This design comes from an exercise in tuning for small area and few clock cycles on the open sky130 flow, not from production work. Where RTL was checked, it was by simulation tests only, not by an equivalence proof against the original. Power figures rest on the tool's default switching activity, not on a simulated workload.

// eppe_page_engine
module eppe_page_engine (
    input  wire        clk,
    input  wire        rst,
    input  wire        cmd_valid,
    output wire        cmd_ready,
    input  wire [2:0]  cmd_op,
    input  wire [2:0]  cmd_arg,
    input  wire [15:0] cmd_x,
    input  wire [15:0] cmd_y,
    input  wire [15:0] cmd_w,
    input  wire [15:0] cmd_h,
    output wire        out_valid,
    input  wire        out_ready,
    output wire [7:0]  out_data,
    output wire [15:0] page,
    output wire [1:0]  rot,
    output wire        mirror,
    output wire        win_part,
    output wire [15:0] win_x,
    output wire [15:0] win_y,
    output wire [15:0] win_w,
    output wire [15:0] win_h,
    output wire [1:0]  diag
);
    localparam [2:0] OP_SET_ROTATION  = 3'd0;
    localparam [2:0] OP_SET_FULL_WIN  = 3'd1;
    localparam [2:0] OP_SET_PART_WIN  = 3'd2;
    localparam [2:0] OP_FILL          = 3'd3;
    localparam [2:0] OP_SET_PIXEL     = 3'd4;
    localparam [2:0] OP_SET_PIXEL_PHY = 3'd5;
    localparam [2:0] OP_BEGIN_FRAME   = 3'd6;
    localparam [2:0] OP_ADVANCE_PAGE  = 3'd7;
    function [7:0] ge_mask(input [2:0] a);
        ge_mask = 8'hFF << a;
    endfunction
    function [7:0] le_mask(input [2:0] a);
        le_mask = ~(8'hFE << a);
    endfunction
    function [5:0] times5(input [3:0] p);
        case (p)
            4'd0: times5 = 6'd0;   4'd1: times5 = 6'd5;   4'd2: times5 = 6'd10;
            4'd3: times5 = 6'd15;  4'd4: times5 = 6'd20;  4'd5: times5 = 6'd25;
            4'd6: times5 = 6'd30;  4'd7: times5 = 6'd35;  default: times5 = 6'd40;
        endcase
    endfunction
    function [6:0] divmod5(input [5:0] v);
        integer i, q, r;
        begin
  ...
Size in the first run: ~2300 cells after synthesis, ~710 flip-flops, roughly 170 I/O pins, ~0.026 mm2 of cells after synthesis.
Settings: LEC_CHECK=0, CAP_MARGIN=0, CORE_MARGIN=2, CORE_UTILIZATION=70, SLEW_MARGIN=0, SYNTH_HIERARCHICAL=1, SYNTH_MINIMUM_KEEP_SIZE=0; clock period 20.0 ns.
standard.sh (not shown) runs the stock make flow with config.mk's settings and CLKGATE_MAP_FILE= SYNTH_SCRIPT=/design/flow/synth_recipe.tcl, a recipe that flattens the netlist after the stock synthesis.
==> flow/flow/run.sh <==
#!/bin/bash
# The standard layout, with two changes:
#  - input and output ports get the smallest buffer (buf_1);
#  - clock tree synthesis uses no dummy loads and larger sink clusters.
set -euo pipefail
export BUFFER_PORTS_ARGS="-buffer_cell sky130_fd_sc_hd__buf_1"
export CTS_ARGS="-sink_clustering_enable -repair_clock_nets -dont_use_dummy_load -sink_clustering_size 28 -sink_clustering_max_diameter 84"
bash standard.sh > make_flow.log 2>&1
The first run completed with no timing, DRC or antenna violations.
Testbench counts at the start, summed over its fixed seeds: cycles 22,098.
Change:
--- a/flow/config.mk
+++ b/flow/config.mk
@@ -8 +8 @@
-export CAP_MARGIN = 0
+export CAP_MARGIN = 10
@@ -11 +11 @@
-export SLEW_MARGIN = 0
+export SLEW_MARGIN = 10
Power barely changes.
Combinational power is about the same.
Area after synthesis is unchanged.
Final area stays flat.
Worst hold slack hardly moves.
Flip-flop and latch count is unchanged.
Core utilization barely changes.
Sequential power barely changes.
Critical path depth grows by 2.
Change:
--- a/flow/flow/run.sh
+++ b/flow/flow/run.sh
@@ -7 +7 @@
-export CTS_ARGS="-sink_clustering_enable -repair_clock_nets -dont_use_dummy_load -sink_clustering_size 28 -sink_clustering_max_diameter 84"
+export CTS_ARGS="-sink_clustering_enable -repair_clock_nets -dont_use_dummy_load -buf_list {sky130_fd_sc_hd__clkbuf_8 sky130_fd_sc_hd__clkbuf_16} -sink_clustering_size 16 -sink_clustering_max_diameter 60"
=> Setup slack degrades by 8.6 ps. Global-route usage is higher by 1.7 points. Register-to-register slack stays flat. Routed wire length increases by a few percent. Sequential power stays flat. Worst hold slack improves by 4.3 ps. First-iteration DRC count goes up by a few percent. Power came out higher by roughly a tenth.


eppe_page_engine, a different RTL version from the one above (not shown whole).
For scale: roughly 2300 cells after synthesis, roughly 170 I/O pins, ~0.026 mm² of cells after synthesis.
Settings: LEC_CHECK=0, CAP_MARGIN=20, CORE_MARGIN=2, CORE_UTILIZATION=40, SLEW_MARGIN=40, SYNTH_HIERARCHICAL=1, SYNTH_MINIMUM_KEEP_SIZE=0; clock period 20.0 ns.
==> flow/flow/run.sh <==
#!/bin/bash
# The standard layout, with two changes:
#  - input and output ports get the smallest buffer (buf_1);
#  - clock tree synthesis uses no dummy loads and larger sink clusters.
set -euo pipefail
export BUFFER_PORTS_ARGS="-buffer_cell sky130_fd_sc_hd__buf_1"
export CTS_ARGS="-sink_clustering_enable -repair_clock_nets -dont_use_dummy_load -sink_clustering_size 28 -sink_clustering_max_diameter 84"
bash standard.sh > make_flow.log 2>&1
Rerun with:
Settings changed: CAP_MARGIN 20 to 10, CORE_UTILIZATION 40 to 55, SLEW_MARGIN 40 to 10.
Effect: The changed run finished clean. Worst hold slack improved by 0.035 ns. Register-to-register slack is worse by 0.13 ns. Clock-buffer cell count stays the same. Non-clock buffer count came out higher by 1. Setup slack loses 0.074 ns. Die area came out lower by about 27%. Final area fell by 1.4%. Wire length rose by 0.71%. Total power hardly moves.
No run of this note included a check of the RTL's function; only the layout flow was run.


Another version of the RTL of eppe_page_engine (not shown whole).
Size in the first run: roughly 720 flip-flops.
Settings: LEC_CHECK=0, CAP_MARGIN=20, CORE_MARGIN=2, CORE_UTILIZATION=40, CTS_CLUSTER_DIAMETER=84, CTS_CLUSTER_SIZE=28, SLEW_MARGIN=40, SYNTH_HIERARCHICAL=1, SYNTH_MINIMUM_KEEP_SIZE=0; clock period 20.0 ns.
run.sh (not shown) runs the stock make flow with config.mk's settings and CLKGATE_MAP_FILE= SYNTH_SCRIPT=/design/flow/synth_recipe.tcl, a recipe that flattens the netlist after the stock synthesis.
Stock flow here: none of the scripts above is used.
Edit:
==> flow/flow/run.sh (new file) <==
#!/bin/bash
# The standard layout, with two changes:
#  - input and output ports get the smallest buffer (buf_1);
#  - clock tree synthesis uses no dummy loads and larger sink clusters.
set -euo pipefail
export BUFFER_PORTS_ARGS="-buffer_cell sky130_fd_sc_hd__buf_1"
export CTS_ARGS="-sink_clustering_enable -repair_clock_nets -dont_use_dummy_load -sink_clustering_size 28 -sink_clustering_max_diameter 84"
bash standard.sh > make_flow.log 2>&1
==> flow/standard.sh (new file) <==
#!/bin/bash
# synth_recipe.tcl (not shown) runs the flow's synth.tcl, then flattens the netlist and writes it again
# the make line also repeats each setting of config.mk as NAME=value (left out here)
make -C /OpenROAD-flow-scripts/flow DESIGN_CONFIG=/design/flow/config.mk WORK_HOME=/design/flow/orfs CLKGATE_MAP_FILE= SYNTH_SCRIPT=/design/flow/synth_recipe.tcl "${@:-finish}"
--- a/flow/config.mk
+++ b/flow/config.mk
@@ -10,4 +10,2 @@
 export CORE_UTILIZATION = 40
-export CTS_CLUSTER_DIAMETER = 84
-export CTS_CLUSTER_SIZE = 28
 export SLEW_MARGIN = 40
removed: flow/run.sh
=> The new run ran to the end with no violations. Worst setup slack gets better by 490 ps. Sequential share of layout area rises by 1.6 points. Via count falls by 0.42%.
No run of this note included a check of the RTL's function; only the layout flow was run.

re-timing with driven ports:
Ports are ideal in the flow. The routed layouts listed here were re-timed in OpenROAD. Step 1, drivers: a clkbuf_16 drives clk and a buf_2 each remaining input, both assumed. Step 2, shift: input delay + t, output delay - t, t = (earliest + latest rising clock arrival at the registers) / 2. This alone moves slack from input paths to output paths. Three values: no drivers, after step 1, after step 2; two values: the first two.
| run | t (ns) | slack for setup (ns) | clock arrival spread, ns |
|---|---|---|---|
| the first run of note 1 | 0.649 | 7.020 / 6.997 / 6.997 | 0.064 / 0.064 |
| the second run of note 1 | 0.649 | 7.188 / 7.167 / 7.167 | 0.062 / 0.063 |
| the third run of note 1 | 0.641 | 7.180 / 7.158 / 7.158 | 0.087 / 0.088 |
| the first run of note 2 | 0.605 | 7.389 / 7.353 / 7.329 | 0.095 / 0.095 |
| the second run of note 2 | 0.597 | 7.316 / 7.264 / 7.189 | 0.106 / 0.106 |
| the first run of note 3 | 0.678 | 5.759 / 5.792 / 5.114 | 0.032 / 0.033 |
| the second run of note 3 | 0.651 | 6.245 / 6.279 / 5.628 | 0.092 / 0.092 |
After both steps every run listed still meets setup and hold. For the first run of note 3, which loses most, drivers alone change the setup slack by +0.033 ns; drivers and shift together by -0.645 ns.
